Context: an optimization exercise on an open-source flow, tuned for small area, a short achievable clock period and few clock cycles per item. The choices shown serve that exercise and are no tape-out recipe.
Only simulation tests tie the RTL to the original design; equivalence was not proved.
Power is estimated from default activity; no workload was simulated.

$ cat design/flow/constraint.sdc
create_clock -name core_clock -period 25.0 [get_ports {clk}]
set_input_delay 5.0000 -clock core_clock [delete_from_list [all_inputs] [get_ports {clk}]]
set_output_delay 5.0000 -clock core_clock [all_outputs]
set_load 0.01 [all_outputs]
$ cat design/flow/run.sh
#!/bin/bash
# synth_recipe.tcl (not shown) runs the flow's synth.tcl, then flattens the netlist and writes it again
# the make line also repeats each setting of config.mk as NAME=value (left out here)
make -C /OpenROAD-flow-scripts/flow DESIGN_CONFIG=/design/flow/config.mk WORK_HOME=/design/flow/orfs CLKGATE_MAP_FILE= SYNTH_SCRIPT=/design/flow/synth_recipe.tcl finish
$ cat design/flow/design.v
module huf_codegen #(
    parameter N  = 16,                  
    parameter FW = 16                   
) (
    input  wire                     clk,
    input  wire                     rst,         
    input  wire                     in_valid,
    output wire                     in_ready,
    input  wire [FW-1:0]            in_freq,
    output wire                     out_valid,
    input  wire                     out_ready,
    output wire [$clog2(N)-1:0]     out_sym,
    output wire [$clog2(N)-1:0]     out_len,
    output wire [N-2:0]             out_code
);
    localparam SW  = $clog2(N);         
    localparam KW  = FW + SW;           
    localparam [KW-1:0] INF = {KW{1'b1}};
    localparam CW  = N - 1;             
    reg            ph;                  
    reg [SW:0]     ld_cnt;              
    reg            ins_v;               
    reg [FW-1:0]   in_q;
    reg [N-1:0]    occ;                 
    reg [SW:0]     kc;                  
    reg [SW-1:0]   steps;               
    reg            mx, my;              
    reg [SW:0]     opend;               
    reg            drain;               
    reg [1:0]      oc;                  
    reg [SW-1:0]   osym;
    reg [SW-1:0]   o_len, s_len;
    reg [CW-1:0]   o_code, s_code;
    reg [KW-1:0]   key [0:N-1];
    reg [SW-1:0]   tg  [0:N-1];
    reg [SW-1:0]   ctag [0:N-1];
    reg [CW:0]     R    [0:N-1];
    wire accept   = in_valid && in_ready;
    wire last_st  = ph && (steps == 1);
    wire push     = (opend != 0) && !oc[1];
    wire pop      = oc[0] | oc[1];                  
    wire do_pop   = pop && out_ready;
    wire start    = !ph && ld_cnt[SW] &&
                    ((opend == 0) || ((opend == 1) && push));
    wire ins_nz   = (in_q != 0);
    wire [SW:0] kfin = kc + (ins_v && ins_nz);
    assign in_ready  = (!ph && !ld_cnt[SW]) || last_st;
    assign out_valid = pop;
    assign out_sym   = osym;
    assign out_len   = o_len;
    assign out_code  = o_code;
    wire [KW-1:0] sum = key[0] + key[1];
    wire [KW-1:0] V   = ph ? sum : (ins_nz ? {{SW{1'b0}}, in_q} : INF);
    wire [SW-1:0] vtag = ph ? tg[0] : (ld_cnt[SW-1:0] - 1'b1);
    reg  [N+1:0]  le;                   
    integer i;
    always @(*) begin
        for (i = 0; i < N; i = i + 1)
            le[i] = !occ[i] || (key[i] <= V);
        le[N]   = 1'b0;
        le[N+1] = 1'b0;
    end
    reg [KW-1:0]  key_n [0:N-1];
    reg [SW-1:0]  tg_n  [0:N-1];
    reg [KW-1:0]  k1, k2;
    reg [SW-1:0]  t1, t2;
    reg           l1;
    always @(*) begin
        for (i = 0; i < N; i = i + 1) begin
            k1 = (i + 1 < N) ? key[(i + 1) % N] : INF;
            t1 = (i + 1 < N) ? tg[(i + 1) % N]  : {SW{1'b0}};
            k2 = (i + 2 < N) ? key[(i + 2) % N] : INF;
            t2 = (i + 2 < N) ? tg[(i + 2) % N]  : {SW{1'b0}};
            key_n[i] = key[i];
            tg_n[i]  = tg[i];
            if (ph) begin
                l1 = (i == 0) ? 1'b1 : le[i + 1];
                if (le[i + 2]) begin
                    key_n[i] = k2;   tg_n[i] = t2;
                end else if (l1) begin
                    key_n[i] = V;    tg_n[i] = vtag;
                end else begin
                    key_n[i] = k1;   tg_n[i] = t1;
                end
            end else if (ins_v) begin
                if (le[i + 1]) begin
                    key_n[i] = k1;   tg_n[i] = t1;
                end else if (le[i]) begin
                    key_n[i] = V;    tg_n[i] = vtag;
                end
            end
        end
    end
    always @(posedge clk) begin
        for (i = 0; i < N; i = i + 1) begin
            key[i] <= key_n[i];
            tg[i]  <= tg_n[i];
        end
    end
    always @(posedge clk) begin
        for (i = 0; i < N; i = i + 1) begin
            if (start)
                ctag[i] <= i[SW-1:0];
            else if (ph && my && ctag[i] == tg[1])
                ctag[i] <= tg[0];
            if (ph) begin
                if ((mx && ctag[i] == tg[0]) || (my && ctag[i] == tg[1]))
                    R[i] <= {my && ctag[i] == tg[1],
                             R[i][CW] || (R[i][CW-1:0] == 0),
                             R[i][CW-1:1]};
            end else if (push) begin
                R[i] <= (i + 1 < N) ? R[(i + 1) % N] : {(CW+1){1'b0}};
            end
        end
    end
    reg [SW-1:0]  f_len;
    reg [CW-1:0]  f_code;
    reg [CW:0]    r0;
    always @(*) begin
        r0     = R[0];
        f_len  = 0;
        f_code = 0;
        for (i = CW; i >= 0; i = i - 1)
            if (r0[i]) begin
                f_len  = CW - i;
                f_code = r0 >> (i + 1);
            end
    end
    always @(posedge clk) begin
        in_q  <= in_freq;
        if (rst) begin
            ph     <= 1'b0;
            ld_cnt <= 0;
            ins_v  <= 1'b0;
            occ    <= {N{1'b0}};
            kc     <= 0;
            steps  <= 0;
            mx     <= 1'b0;
            my     <= 1'b0;
            opend  <= N;
            drain  <= 1'b1;
            oc     <= 2'b00;
            osym   <= 0;
        end else begin
            ins_v <= accept;
            if (ins_v && !ph) begin
                occ <= {1'b1, occ[N-1:1]};
                kc  <= kfin;
            end
            if (start) begin
                ph     <= 1'b1;
                ld_cnt <= accept;
                steps  <= (kfin >= 2) ? kfin - 1'b1 : 1'b1;
                mx     <= (kfin >= 1);
                my     <= (kfin >= 2);
            end else begin
                ld_cnt <= ld_cnt + accept;
                if (ph) begin
                    steps <= steps - 1'b1;
                    if (steps == 1) begin
                        ph    <= 1'b0;
                        occ   <= {N{1'b0}};
                        kc    <= 0;
                        opend <= N;
                        drain <= 1'b0;
                    end
                end
            end
            if (push)
                opend <= opend - 1'b1;
            if (do_pop)
                osym <= osym + 1'b1;
            if (push && !drain) begin
                if (oc == 2'b00 || (oc == 2'b01 && do_pop)) begin
                    o_len <= f_len;  o_code <= f_code;
                end else begin
                    s_len <= f_len;  s_code <= f_code;
                end
                if (!do_pop)
                    oc <= {oc[0], 1'b1};
            end else if (do_pop) begin
                o_len  <= s_len;
                o_code <= s_code;
                oc     <= {1'b0, oc[1]};
            end
        end
    end
endmodule
$ cat design/flow/config.mk
export PLATFORM = sky130hd
export DESIGN_NAME = huf_codegen
export DESIGN_NICKNAME = huf_codegen
export VERILOG_FILES = /design/flow/design.v
export SDC_FILE = /design/flow/constraint.sdc
export NUM_CORES = 4
export LEC_CHECK = 0
export CAP_MARGIN = 20
export CORE_MARGIN = 2
export CORE_UTILIZATION = 40
export SLEW_MARGIN = 20
==> flow_metrics.env <==
export IMPL_grt_max_degree=165
export IMPL_synthAdderAreaFrac=0.0822
export IMPL_place_gp_congestion=0.912
export IMPL_wl_um=143000
export IMPL_io_pins=45
export IMPL_gr_total_overflow=0
export IMPL_hold_violations=0
export IMPL_cts_tree="done"
export IMPL_holdBufCountCts=0
export IMPL_crit_chain="buf_12 > o21ai_0 > clkdlybuf4s50_1"
export IMPL_crit_required_ns=20.00
export IMPL_seq_area_um2=22600
export IMPL_nets=5436
export IMPL_placed_cells=6644
export IMPL_synth_seq_cells=804
export IMPL_max_cap_viol_count=0
export IMPL_drive_gt1_frac=0.118
export IMPL_grt_pass1_wl_um=225000
export IMPL_cp_start_kind="register"
export IMPL_critPathArrivalTime_ns=3.18
export IMPL_finalCritPeriodShare=0.327
export IMPL_yosysUniqueCellTypes=89
export IMPL_p_leak_nw=20.4
export IMPL_finClkSkew_ns=0.0210
export IMPL_vias=40900
export IMPL_slew_violations=0
export IMPL_dp_hpwl_um=98900
export IMPL_cts_sinks=804
export IMPL_setup_viol=0
export IMPL_crit_family="buffers and inverters"
export IMPL_min_from="drain"
export IMPL_synthSimpleGateAreaFrac=0.118
export IMPL_drtIter0Drc=3914
export IMPL_crit_fanout=164
export IMPL_ant_nets=0
export IMPL_cp_buffers_inverters=2
export IMPL_antenna_cells=0
export IMPL_cts_root_buf="clkbuf_16"
export IMPL_cts_resized=0
export IMPL_syn_avg_cell_area_um2=9.89
export IMPL_synth_flop_cell="edfxtp_1"
export IMPL_cts_buffers=93
export IMPL_timing_hold_worst_class="reg -> reg"
export IMPL_multi_input_area_um2=27200
export IMPL_routed_via_density=5.99
export IMPL_async_flop_share=0
export IMPL_synth_edf_count=654
export IMPL_coreArea_um2=128000
export IMPL_p_per_area_nw_per_um2=72.0
export IMPL_num_rows=131
export IMPL_die_h_um=363
export IMPL_place_port_buffers=44
export IMPL_dieArea_um2=132000
export IMPL_synthMuxAreaShare=0.0774
export IMPL_num_fill_cells=12100
export IMPL_synth_xor_area_frac=0.0253
export IMPL_grt_pass1_vias=38900
export IMPL_areaGrowthSynthToFinish_pct=9.54
export IMPL_grt_total_usage=0.211
export IMPL_synth_warning_count=7
export IMPL_antenna_found_initial=2
export IMPL_wl_per_cell_um=20.9
export IMPL_ir_drop_mv=0.0503
export IMPL_r2r_slack_ns=17.32
export IMPL_status="complete, no violations"
export IMPL_crit_type="reg -> out"
export IMPL_worst_pin_slew_ns=1.15
export IMPL_synth_cells=5225
export IMPL_crit_start="ph"
export IMPL_insertion_delay_ns=0.72
export IMPL_synth_compound_area_frac=0.218
export IMPL_final_setup_tns_ns=0
export IMPL_clk_path_buf_depth=3
export IMPL_start_util=0.404
export IMPL_endpoint_kind="output pin"
export IMPL_fmax_ghz=0.122
export IMPL_seq_area_frac_synth=0.438
export IMPL_synth_area_um2=51700
export IMPL_drtPass1Iterations=8
export IMPL_fp_dieW_um=363
export IMPL_layout_cells_non_filler=6821
export IMPL_fin_crit_ns=8.18
export IMPL_syn_nets=5583
export IMPL_drc_errors=0
export IMPL_synth_top_family_by_area="compound AO/OA/AOI/OAI gates"
export IMPL_cts_clk_slew_worst_paths_ns=0.06
export IMPL_cts_max_level=3
export IMPL_post_cts_setup_buffers=0
export IMPL_r2r_start="key[1][0]"
export IMPL_crit_slowest_cell="dfxtp_4"
export IMPL_crit_path_max_incr_delay_ns=0.89
export IMPL_relSlewSlack=0.229
export IMPL_rsz0062_at_grt="no"
==> layer usage <==
| layer | global-route usage | share of wire | vias up |
|---|---|---|---|
| li1 | - | - | 19700 |
| met1 | 0.290 | 0.45 | 19700 |
| met2 | 0.338 | 0.46 | 1126 |
| met3 | 0.0269 | 0.050 | 261 |
| met4 | 0.0784 | 0.035 | 2 |
| met5 | 0 | 0.000070 | - |
==> synthesized netlist by cell type, types with 53 or more instances <==
cell	instances	area share
a211oi_1	188	0.027
a21oi_1	324	0.031
a31oi_1	74	0.0090
buf_2	68	0.0066
clkbuf_1	268	0.019
dfxtp_1	150	0.058
edfxtp_1	654	0.38
ha_1	337	0.082
inv_1	107	0.0078
mux2_2	268	0.058
mux2i_1	97	0.019
nand2_1	381	0.028
nand3_1	81	0.0078
nand4_1	85	0.010
nor2_1	536	0.039
nor3_1	79	0.0077
nor4_1	58	0.0070
o211ai_1	86	0.012
o21ai_0	449	0.043
o22ai_1	76	0.0092
o2bb2ai_1	80	0.014
o32ai_1	91	0.015
xnor2_1	96	0.016
xor2_1	53	0.0090
==> cell usage in the layout, fill, tap and decap left out, drive strengths merged, types with 38 or more instances in the layout <==
cell,n
nor4,58
buf,100
mux2,269
xor2,53
o21ai,463
nand3,81
o211ai,87
nor2,539
ha,337
edfxtp,654
clkdlybuf4s50,44
nor3,79
a211oi,211
o2bb2ai,80
clkbuf,133
mux2i,97
nor2b,38
o32ai,91
nand4,85
xnor2,96
o21a,43
a21o,52
inv,111
a31oi,74
nand2,382
a21oi,327
dfxtp,150
o22ai,76
==> worst paths after layout <==
kind / end / depth (start not counted)
setup / recovery: in_ready / 3
hold / removal: drain / 1
setup reg to reg: tg[10][0] / 22
hold reg to reg: drain / 1
==> state kept, by name, summed over array words and instances (netlist names), 15 cells and up <==
| register | flops |
|---|---|
| occ | 16 |
| ctag | 64 |
| o_code | 15 |
| in_q | 16 |
| key | 320 |
| tg | 64 |
| s_code | 15 |
| R | 256 |
==> cell type report <==
class | count | share of cell area
tap | 1662 | 0.0367
clock inverter | 43 | 0.00802
timing repair buffer | 144 | 0.0217
sequential | 804 | 0.400
inverter | 110 | 0.00743
multi-input combinational | 3925 | 0.480
clock buffer | 133 | 0.0457
==> stage by stage <==
stage	instance area (um^2)	hold slack [ns]	util	power [mW]	setup WS [ns]
floorplan	51700	0.427	-	2.46	17.40
global placement	53500	0.436	0.419	2.69	17.51
detailed placement	53500	0.446	0.419	2.71	17.38
CTS	56600	0.460	0.443	4.11	16.75
global route	56600	0.485	0.443	4.28	16.59
finish	56600	0.462	0.443	4.08	16.82
==> cells by family (layout without fill, tap and decap cells) <==
group	count (synthesis)	in the layout
muxes	366	366
DFF	804	804
and+or+nand+nor	1368	1368
AOI/OAI and AO/OA	1703	1703
xor gates and xnor gates	149	149
adders and majority gates	339	339
buffers and inverters	496	430
==> power breakdown <==
group / internal (mW) / leakage [nW] / switching [mW]
Combinational: 0.323 / 11.1 / 0.372
Sequential: 1.76 / 7.87 / 0.241
Clock: 0.796 / 1.48 / 0.590
Total: 2.87 / 20.4 / 1.20
==> worst register-to-register path: cells and delay by family (launching register included) <==
family	cells	cell delay (ns)
AO/OA/AOI/OAI	10	3.34
XOR/XNOR	1	0.13
adder cells (fa/ha/maj)	3	1.05
buffers and inverters	3	0.97
flip-flops	1	0.41
AND/OR/NAND/NOR	5	1.49
Testbench counts, summed over its fixed seeds: cycles 44,927, tables 1,600.

-- afterwards: timing with drivers on the ports --
In the flow no input, the clock included, has a driving cell. The finished layout below was timed again as built, in two steps.
Step 1 assumes that a clkbuf_16 drives the clock port and a buf_2 every other input.
Step 2, shift: input delay + t, output delay - t, t = (earliest + latest rising clock arrival at the registers) / 2. This alone moves slack from input paths to output paths.
a / b / c = no drivers / after step 1 / after step 2; a / b = the first two.
t, ns: 0.774
setup slack, ns: 16.817 / 16.750 / 17.322
worst hold slack (ns): 0.462 / 0.462 / 0.462
pins driven straight from the clock port: 1
After both steps this run still meets setup and hold. For this run, drivers alone change the setup slack by -0.067 ns; drivers and shift together by +0.505 ns.
